Context: an optimization exercise on an open-source flow, tuned for small area, a short achievable clock period and few clock cycles. The choices shown serve that exercise and are no tape-out recipe.
The RTL was checked by simulation tests, not by an equivalence proof against the original design.

==> inputs of 09-26 <==
## sicxe_core
module sicxe_core (
    input  wire        clk,
    input  wire        rst,           
    input  wire        start,         
    input  wire [23:0] entry,         
    input  wire [23:0] prog_len,      
    input  wire [23:0] step_limit,    
    output wire        busy,
    output reg  [2:0]  stop_code,
    output reg  [3:0]  err_kind,
    output reg         mem_req,
    output reg         mem_we,
    output reg         mem_byte,
    output reg  [15:0] mem_addr,
    output wire [23:0] mem_wdata,
    input  wire        mem_gnt,
    input  wire [31:0] mem_rdata,
    output wire        dev_req,
    output wire [1:0]  dev_op,
    output wire [7:0]  dev_id,
    output wire [7:0]  dev_wdata,
    input  wire        dev_gnt,
    input  wire        dev_flag,
    input  wire [7:0]  dev_rdata,
    input  wire [3:0]  dbg_sel,
    output wire [23:0] dbg_rdata
);
Settings: LEC_CHECK=0, CAP_MARGIN=20, CORE_MARGIN=2, CORE_UTILIZATION=40, SLEW_MARGIN=20; clock period 15.0 ns.
standard.sh (not shown) runs the stock make flow with config.mk's settings and CLKGATE_MAP_FILE= SYNTH_SCRIPT=/design/flow/synth_recipe.tcl, a recipe that flattens the netlist after the stock synthesis.
==> flow/flow/run.sh <==
#!/bin/bash
# The standard layout (standard.sh: ORFS synthesis, floorplan, placement,
# CTS, routing, finish), with two knobs changed:
#  - repair_timing aims for 7.5 ns of setup slack instead of 0, so the
#    resizer upsizes and buffers the critical paths further;
#  - port buffers are buf_4 instead of the resizer's default choice.
# The clock period and constraints are the standard flow's own.
set -euo pipefail
bash standard.sh SETUP_SLACK_MARGIN=7.5 "BUFFER_PORTS_ARGS=-buffer_cell sky130_fd_sc_hd__buf_4" finish \
    > flow_standard.log 2>&1
==> 04-23 (differences from 09-26) <==
--- a/flow/design.v
+++ b/flow/design.v
@@ -54,12 +54,12 @@
     reg [23:0] rem;       
     reg [23:0] rA, rX, rL, rB, rS, rT, r6, r7, pc, sw;
     reg [31:0] w0, w1, w2;
     reg [1:0]  nw;        
     reg        fif;       
-    reg [13:0] fwa;       
     reg [23:0] qpc;       
+    wire [13:0] fwa = qpc[15:2] + {12'd0, nw} + {13'd0, fif};
     reg        e_valid;
     reg [7:0]  e_b0, e_b1;
     reg [23:0] ta_q;      
     reg        e_inr;     
     reg        e_fs;      
@@ -95,10 +95,29 @@
     function fmt2_op(input [7:0] o);
         fmt2_op = (o == OP_ADDR) || (o == OP_SUBR) || (o == OP_MULR) ||
                   (o == OP_DIVR) || (o == OP_COMPR) || (o == OP_RMO) ||
                   (o == OP_CLEAR) || (o == OP_TIXR);
     endfunction
+    function [26:0] ks26(input [25:0] a, input [25:0] b, input cin);
+        reg [25:0] p, gg, pp;
+        integer i, d;
+        begin
+            p  = a ^ b;
+            gg = a & b;
+            pp = p;
+            gg[0] = gg[0] | (p[0] & cin);
+            for (d = 1; d < 26; d = d * 2)
+                for (i = 25; i >= d; i = i - 1) begin
+                    gg[i] = gg[i] | (pp[i] & gg[i - d]);
+                    pp[i] = pp[i] & pp[i - d];
+                end
+            ks26[0] = p[0] ^ cin;
+            for (i = 1; i < 26; i = i + 1)
+                ks26[i] = p[i] ^ gg[i - 1];
+            ks26[26] = gg[25];
+        end
+    endfunction
     assign dbg_rdata = rdreg(dbg_sel);
     wire [1:0]  off = qpc[1:0];
     wire [31:0] t0 = (fif && nw == 2'd0) ? mem_rdata : w0;
     wire [31:0] t1 = (fif && nw == 2'd1) ? mem_rdata : w1;
     wire [31:0] t2 = (fif && nw == 2'd2) ? mem_rdata : w2;
@@ -133,11 +152,12 @@
     wire [23:0] qpc4    = qpc + 24'd4;
     wire [23:0] d_base  = d_pcrel ? (d_e ? qpc4 : qpc3) : (d_brel ? rB : 24'd0);
     wire [23:0] d_xv    = d_x ? rX : 24'd0;
     wire [23:0] ta_s    = d_base ^ d_field ^ d_xv;
     wire [23:0] ta_c    = (d_base & d_field) | (d_base & d_xv) | (d_field & d_xv);
-    wire [23:0] ta_calc = ta_s + {ta_c[22:0], 1'b0};
+    wire [26:0] ta_sum  = ks26({2'b0, ta_s}, {2'b0, ta_c[22:0], 1'b0}, 1'b0);
+    wire [23:0] ta_calc = ta_sum[23:0];
     wire [2:0]  avail1 = 3'd4 - {1'b0, off};        
     wire        d_have = (nwt >= 3'd2) ||
                          ((nwt == 3'd1) && (avail1 >= 3'd2) && (avail1 >= d_len));
     wire [2:0]  d_offl = {1'b0, off} + d_len;      
     wire [23:0] qpc_n  = qpc + {21'd0, d_len};
@@ -210,11 +230,12 @@
     wire        tix_any = is_tix || is_tixr;
     wire [23:0] x_inc = rX + 24'd1;
     wire        alu_sub = is_sub || is_comp || tix_any || (op == OP_SUBR) || (op == OP_COMPR);
     wire [23:0] alu_a = tix_any ? x_inc : p2;
     wire [23:0] alu_b = is_fmt2 ? p1 : opnd;
-    wire [23:0] addsub = alu_a + (alu_sub ? ~alu_b : alu_b) + {23'd0, alu_sub};
+    wire [26:0] as_sum = ks26({2'b0, alu_a}, {2'b0, alu_sub ? ~alu_b : alu_b}, alu_sub);
+    wire [23:0] addsub = as_sum[23:0];
     wire        c_eq = (addsub == 24'd0);
     wire        c_lt = (alu_a[23] ^ alu_b[23]) ? alu_a[23] : addsub[23];
     wire        tixr_x = is_tixr && (r1 == 4'd1);
     reg  [23:0] cc_res;
     always @* begin
@@ -228,15 +249,15 @@
     wire [4:0]  lb = bitlen(mD[23:0]);
     wire        dv_zero = (la < lb);
     wire [4:0]  dv_s  = la - lb;
     wire [4:0]  dv_sp = dv_s | 5'd1;
     wire [24:0] dv_dsh = mD << dv_sp;
-    wire [25:0] dv_t1 = {2'b0, mR} - {1'b0, mD};
-    wire        dv_q1 = !dv_t1[25];
+    wire [26:0] dv_t1 = ks26({2'b0, mR}, ~{1'b0, mD}, 1'b1);
+    wire        dv_q1 = dv_t1[26];
     wire [23:0] dv_r1 = dv_q1 ? dv_t1[23:0] : mR;
-    wire [25:0] dv_t2 = {2'b0, dv_r1} - {2'b0, mD[24:1]};
-    wire        dv_q2 = !dv_t2[25];
+    wire [26:0] dv_t2 = ks26({2'b0, dv_r1}, ~{2'b0, mD[24:1]}, 1'b1);
+    wire        dv_q2 = dv_t2[26];
     wire [23:0] dv_r2 = dv_q2 ? dv_t2[23:0] : dv_r1;
     wire [23:0] dv_qn = {mQ[21:0], dv_q1, dv_q2};
     wire [23:0] dv_res = md_neg ? (24'd0 - mQ) : mQ;
     wire [23:0] mu_acc = mR + (mQ[0] ? mD[23:0] : 24'd0) +
                          (mQ[1] ? {mD[22:0], 1'b0} : 24'd0) +
@@ -513,12 +534,12 @@
         endcase
         if (a_commit) nx_state = S_RUN;
         if (a_stop)   nx_state = S_IDLE;
     end
     wire e_free    = !e_valid || (a_commit && !a_flush);
-    wire d_ok      = (state != S_IDLE) && d_have && !hz;
-    wire issue     = d_ok && e_free && !a_stop;
+    wire e_load    = (state != S_IDLE) && e_free && !a_stop;
+    wire issue     = e_load && d_have && !hz;
     wire       q_room  = fif ? (nw <= 2'd1) : (nw <= 2'd2);
     wire       refill  = (state != S_IDLE) && (state != S_IND) && !e_port && q_room;
     always @* begin
         mem_req  = e_port | refill;
         mem_we   = e_we;
@@ -526,11 +547,10 @@
         if (!e_port)      mem_addr = {fwa, 2'b00};
         else if (e_rl)    mem_addr = {rL[15:2], 2'b00};
         else if (e_fetch) mem_addr = {ta_q[15:2], 2'b00};
         else              mem_addr = ta_q[15:0];
     end
-    wire [13:0] fwa_inc = mem_addr[15:2] + 14'd1;
     assign mem_wdata = p1;
     assign dev_req   = d_req;
     assign dev_op    = (op == OP_TD) ? DEV_TEST : (op == OP_RD) ? DEV_READ : DEV_WRITE;
     assign dev_id    = (state == S_DEV) ? mR[7:0] : ta_q[7:0];
     assign dev_wdata = rA[7:0];
@@ -580,49 +600,42 @@
                     PC_TA:   pc <= ta_q;
                     PC_L:    pc <= rL;
                     default: pc <= mem_rdata[31:8];
                 endcase
             end
-            if (state == S_IDLE || a_stop || (a_commit && !issue)) begin
+            if (state == S_IDLE || a_stop || (a_commit && !issue))
                 e_valid <= 1'b0;
-            end else if (issue) begin
+            else if (issue)
                 e_valid <= 1'b1;
+            if (e_load) begin
                 e_b0    <= d_b0;
                 e_b1    <= d_b1;
                 ta_q    <= d_imm ? d_field : ta_calc;
                 e_inr   <= d_inr;
                 e_fs    <= d_fs;
                 pc      <= qpc;
             end
             if (state == S_IDLE) begin
                 nw  <= 2'd0;
                 fif <= 1'b0;
-                fwa <= pc[15:2];
                 qpc <= pc;
                 if (start) rem <= step_limit;
             end else if (a_flush) begin
                 nw <= 2'd0;
                 case (a_pcsrc)
                     PC_TA:   qpc <= ta_q;
                     PC_L:    qpc <= rL;
                     PC_PTR:  qpc <= mem_rdata[31:8];
                     default: ;
                 endcase
-                if (e_fetch) begin
-                    fif <= mem_gnt;
-                    fwa <= mem_gnt ? fwa_inc : mem_addr[15:2];
-                end else begin
-                    fif <= 1'b0;
-                    fwa <= (a_pcsrc == PC_PTR) ? mem_rdata[23:10] : qpc[15:2];
-                end
+                fif <= e_fetch && mem_gnt;
             end else begin
                 w0 <= w0n;
                 w1 <= w1n;
                 w2 <= w2n;
                 nw <= nwt[1:0] - {1'b0, pop};
                 fif <= refill && mem_gnt;
-                if (refill && mem_gnt) fwa <= fwa_inc;
                 if (issue) qpc <= qpc_n;
             end
             if (opb_we) mR <= {16'd0, mem_rdata[31:24]};
             if (md_go) begin
                 md_div  <= md_isdiv;
CORE_UTILIZATION = 50   (was 40)
PLACE_DENSITY = 0.66   (was not set)
TNS_END_PERCENT = 5   (was not set)
==> 10-05 (differences from 09-26) <==
--- a/flow/design.v
+++ b/flow/design.v
@@ -54,12 +54,12 @@
     reg [23:0] rem;       
     reg [23:0] rA, rX, rL, rB, rS, rT, r6, r7, pc, sw;
     reg [31:0] w0, w1, w2;
     reg [1:0]  nw;        
     reg        fif;       
-    reg [13:0] fwa;       
     reg [23:0] qpc;       
+    wire [13:0] fwa = qpc[15:2] + {12'd0, nw} + {13'd0, fif};
     reg        e_valid;
     reg [7:0]  e_b0, e_b1;
     reg [23:0] ta_q;      
     reg        e_inr;     
     reg        e_fs;      
@@ -95,10 +95,29 @@
     function fmt2_op(input [7:0] o);
         fmt2_op = (o == OP_ADDR) || (o == OP_SUBR) || (o == OP_MULR) ||
                   (o == OP_DIVR) || (o == OP_COMPR) || (o == OP_RMO) ||
                   (o == OP_CLEAR) || (o == OP_TIXR);
     endfunction
+    function [26:0] ks26(input [25:0] a, input [25:0] b, input cin);
+        reg [25:0] p, gg, pp;
+        integer i, d;
+        begin
+            p  = a ^ b;
+            gg = a & b;
+            pp = p;
+            gg[0] = gg[0] | (p[0] & cin);
+            for (d = 1; d < 26; d = d * 2)
+                for (i = 25; i >= d; i = i - 1) begin
+                    gg[i] = gg[i] | (pp[i] & gg[i - d]);
+                    pp[i] = pp[i] & pp[i - d];
+                end
+            ks26[0] = p[0] ^ cin;
+            for (i = 1; i < 26; i = i + 1)
+                ks26[i] = p[i] ^ gg[i - 1];
+            ks26[26] = gg[25];
+        end
+    endfunction
     assign dbg_rdata = rdreg(dbg_sel);
     wire [1:0]  off = qpc[1:0];
     wire [31:0] t0 = (fif && nw == 2'd0) ? mem_rdata : w0;
     wire [31:0] t1 = (fif && nw == 2'd1) ? mem_rdata : w1;
     wire [31:0] t2 = (fif && nw == 2'd2) ? mem_rdata : w2;
@@ -133,11 +152,12 @@
     wire [23:0] qpc4    = qpc + 24'd4;
     wire [23:0] d_base  = d_pcrel ? (d_e ? qpc4 : qpc3) : (d_brel ? rB : 24'd0);
     wire [23:0] d_xv    = d_x ? rX : 24'd0;
     wire [23:0] ta_s    = d_base ^ d_field ^ d_xv;
     wire [23:0] ta_c    = (d_base & d_field) | (d_base & d_xv) | (d_field & d_xv);
-    wire [23:0] ta_calc = ta_s + {ta_c[22:0], 1'b0};
+    wire [26:0] ta_sum  = ks26({2'b0, ta_s}, {2'b0, ta_c[22:0], 1'b0}, 1'b0);
+    wire [23:0] ta_calc = ta_sum[23:0];
     wire [2:0]  avail1 = 3'd4 - {1'b0, off};        
     wire        d_have = (nwt >= 3'd2) ||
                          ((nwt == 3'd1) && (avail1 >= 3'd2) && (avail1 >= d_len));
     wire [2:0]  d_offl = {1'b0, off} + d_len;      
     wire [23:0] qpc_n  = qpc + {21'd0, d_len};
@@ -210,11 +230,12 @@
     wire        tix_any = is_tix || is_tixr;
     wire [23:0] x_inc = rX + 24'd1;
     wire        alu_sub = is_sub || is_comp || tix_any || (op == OP_SUBR) || (op == OP_COMPR);
     wire [23:0] alu_a = tix_any ? x_inc : p2;
     wire [23:0] alu_b = is_fmt2 ? p1 : opnd;
-    wire [23:0] addsub = alu_a + (alu_sub ? ~alu_b : alu_b) + {23'd0, alu_sub};
+    wire [26:0] as_sum = ks26({2'b0, alu_a}, {2'b0, alu_sub ? ~alu_b : alu_b}, alu_sub);
+    wire [23:0] addsub = as_sum[23:0];
     wire        c_eq = (addsub == 24'd0);
     wire        c_lt = (alu_a[23] ^ alu_b[23]) ? alu_a[23] : addsub[23];
     wire        tixr_x = is_tixr && (r1 == 4'd1);
     reg  [23:0] cc_res;
     always @* begin
@@ -228,15 +249,15 @@
     wire [4:0]  lb = bitlen(mD[23:0]);
     wire        dv_zero = (la < lb);
     wire [4:0]  dv_s  = la - lb;
     wire [4:0]  dv_sp = dv_s | 5'd1;
     wire [24:0] dv_dsh = mD << dv_sp;
-    wire [25:0] dv_t1 = {2'b0, mR} - {1'b0, mD};
-    wire        dv_q1 = !dv_t1[25];
+    wire [26:0] dv_t1 = ks26({2'b0, mR}, ~{1'b0, mD}, 1'b1);
+    wire        dv_q1 = dv_t1[26];
     wire [23:0] dv_r1 = dv_q1 ? dv_t1[23:0] : mR;
-    wire [25:0] dv_t2 = {2'b0, dv_r1} - {2'b0, mD[24:1]};
-    wire        dv_q2 = !dv_t2[25];
+    wire [26:0] dv_t2 = ks26({2'b0, dv_r1}, ~{2'b0, mD[24:1]}, 1'b1);
+    wire        dv_q2 = dv_t2[26];
     wire [23:0] dv_r2 = dv_q2 ? dv_t2[23:0] : dv_r1;
     wire [23:0] dv_qn = {mQ[21:0], dv_q1, dv_q2};
     wire [23:0] dv_res = md_neg ? (24'd0 - mQ) : mQ;
     wire [23:0] mu_acc = mR + (mQ[0] ? mD[23:0] : 24'd0) +
                          (mQ[1] ? {mD[22:0], 1'b0} : 24'd0) +
@@ -513,12 +534,12 @@
         endcase
         if (a_commit) nx_state = S_RUN;
         if (a_stop)   nx_state = S_IDLE;
     end
     wire e_free    = !e_valid || (a_commit && !a_flush);
-    wire d_ok      = (state != S_IDLE) && d_have && !hz;
-    wire issue     = d_ok && e_free && !a_stop;
+    wire e_load    = (state != S_IDLE) && e_free && !a_stop;
+    wire issue     = e_load && d_have && !hz;
     wire       q_room  = fif ? (nw <= 2'd1) : (nw <= 2'd2);
     wire       refill  = (state != S_IDLE) && (state != S_IND) && !e_port && q_room;
     always @* begin
         mem_req  = e_port | refill;
         mem_we   = e_we;
@@ -526,11 +547,10 @@
         if (!e_port)      mem_addr = {fwa, 2'b00};
         else if (e_rl)    mem_addr = {rL[15:2], 2'b00};
         else if (e_fetch) mem_addr = {ta_q[15:2], 2'b00};
         else              mem_addr = ta_q[15:0];
     end
-    wire [13:0] fwa_inc = mem_addr[15:2] + 14'd1;
     assign mem_wdata = p1;
     assign dev_req   = d_req;
     assign dev_op    = (op == OP_TD) ? DEV_TEST : (op == OP_RD) ? DEV_READ : DEV_WRITE;
     assign dev_id    = (state == S_DEV) ? mR[7:0] : ta_q[7:0];
     assign dev_wdata = rA[7:0];
@@ -580,49 +600,42 @@
                     PC_TA:   pc <= ta_q;
                     PC_L:    pc <= rL;
                     default: pc <= mem_rdata[31:8];
                 endcase
             end
-            if (state == S_IDLE || a_stop || (a_commit && !issue)) begin
+            if (state == S_IDLE || a_stop || (a_commit && !issue))
                 e_valid <= 1'b0;
-            end else if (issue) begin
+            else if (issue)
                 e_valid <= 1'b1;
+            if (e_load) begin
                 e_b0    <= d_b0;
                 e_b1    <= d_b1;
                 ta_q    <= d_imm ? d_field : ta_calc;
                 e_inr   <= d_inr;
                 e_fs    <= d_fs;
                 pc      <= qpc;
             end
             if (state == S_IDLE) begin
                 nw  <= 2'd0;
                 fif <= 1'b0;
-                fwa <= pc[15:2];
                 qpc <= pc;
                 if (start) rem <= step_limit;
             end else if (a_flush) begin
                 nw <= 2'd0;
                 case (a_pcsrc)
                     PC_TA:   qpc <= ta_q;
                     PC_L:    qpc <= rL;
                     PC_PTR:  qpc <= mem_rdata[31:8];
                     default: ;
                 endcase
-                if (e_fetch) begin
-                    fif <= mem_gnt;
-                    fwa <= mem_gnt ? fwa_inc : mem_addr[15:2];
-                end else begin
-                    fif <= 1'b0;
-                    fwa <= (a_pcsrc == PC_PTR) ? mem_rdata[23:10] : qpc[15:2];
-                end
+                fif <= e_fetch && mem_gnt;
             end else begin
                 w0 <= w0n;
                 w1 <= w1n;
                 w2 <= w2n;
                 nw <= nwt[1:0] - {1'b0, pop};
                 fif <= refill && mem_gnt;
-                if (refill && mem_gnt) fwa <= fwa_inc;
                 if (issue) qpc <= qpc_n;
             end
             if (opb_we) mR <= {16'd0, mem_rdata[31:24]};
             if (md_go) begin
                 md_div  <= md_isdiv;
==> flow/flow/run.sh (replaced) <==
#!/bin/bash
# The standard layout (standard.sh: ORFS synthesis, floorplan, placement,
# CTS, routing, finish), with two knobs changed:
#  - repair_timing aims for 7.5 ns of setup slack instead of 0, so the
#    resizer upsizes and buffers the critical paths further;
#  - port buffers are buf_1 (repair upsizes the ones on critical paths) instead of the resizer's default choice.
# The clock period and constraints are the standard flow's own.
set -euo pipefail
bash standard.sh SETUP_SLACK_MARGIN=7.5 "BUFFER_PORTS_ARGS=-buffer_cell sky130_fd_sc_hd__buf_1" finish \
    > flow_standard.log 2>&1
TNS_END_PERCENT = 5   (was not set)
==> flow_summary.ini <==
[finish]
layout.cells.non_filler = 7243
antenna_cells = 9
multi_input_area_mm2 = 0.0329

[logic_synthesis]
synth_compound_area_share_pct = 25.3

[pwr]
peakVddDrop_v = 0.000186
powerDensity_mw_per_mm2 = 265

[sta]
maxSlewHeadroom_pct = 8.45

[setup_path]
crit_type = in -> out
crit_slowest_cell = nand4_1
required_ns = 12.00
path_depth = 8

[clocking]
cts-resized-gates = 116

[status]
status = finished clean

[routing]
wl_per_cell_um = 37.1

[global_routing]
grt_pass1_wl_um = 374000
Source of the figures above: 04-23

==> flow_summary.ini <==
[status]
status = finished clean

[setup_path]
path_depth = 19

[routing]
wl_per_cell_um = 36.0

[finish]
layout.cells.non_filler = 7628
antenna_cells = 14

[logic_synthesis]
synth_compound_area_share_pct = 25.3

[global_routing]
grt_pass1_wl_um = 379000
Source of the figures above: 10-05

==> flow_summary.ini <==
[setup_path]
required_ns = 12.00
crit_slowest_cell = nand4_1

[status]
status = finished clean

[finish]
layout.cells.non_filler = 7976
multi_input_area_mm2 = 0.0341

[global_routing]
grt_pass1_wl_um = 416000

[clocking]
cts-resized-gates = 225

[sta]
maxSlewHeadroom_pct = 13.4

[routing]
wl_per_cell_um = 38.4
Source of the figures above: 09-26

Testbench counts of 09-26, summed over its fixed seeds: cycles 77,886.
Testbench counts of 04-23, summed over its fixed seeds: cycles 77,886.
Testbench counts of 10-05, summed over its fixed seeds: cycles 77,886.

-- port drivers added, routing unchanged --
Ports are ideal in the flow. The routed layouts listed here were re-timed in OpenROAD. Step 1 assumes that a clkbuf_16 drives the clock port and a buf_2 every other input. Step 2 times the ports against the registers' clock, not the clock port: input delays grow and output delays shrink by t, the midpoint of the rising clock arrivals with the driver on. Three values: no drivers, after step 1, after step 2; two values: the first two.
run | t, ns | setup WS [ns] | worst setup path at the end | worst register clock-pin slew, ns | cell pins on the clock port's net
09-26 | 0.786 | 7.457 / 7.391 / 6.764 | input to register | 0.07 / 0.07 | 1
04-23 | 0.793 | 7.133 / 7.097 / 6.631 | input to register | 0.07 / 0.07 | 1
10-05 | 0.770 | 7.001 / 7.001 / 6.568 | input to register | 0.08 / 0.08 | 1
After both steps setup and hold are still met in every run listed. The setup slack of 09-26, which loses most, moves by -0.066 ns with the drivers and by -0.693 ns with both steps.
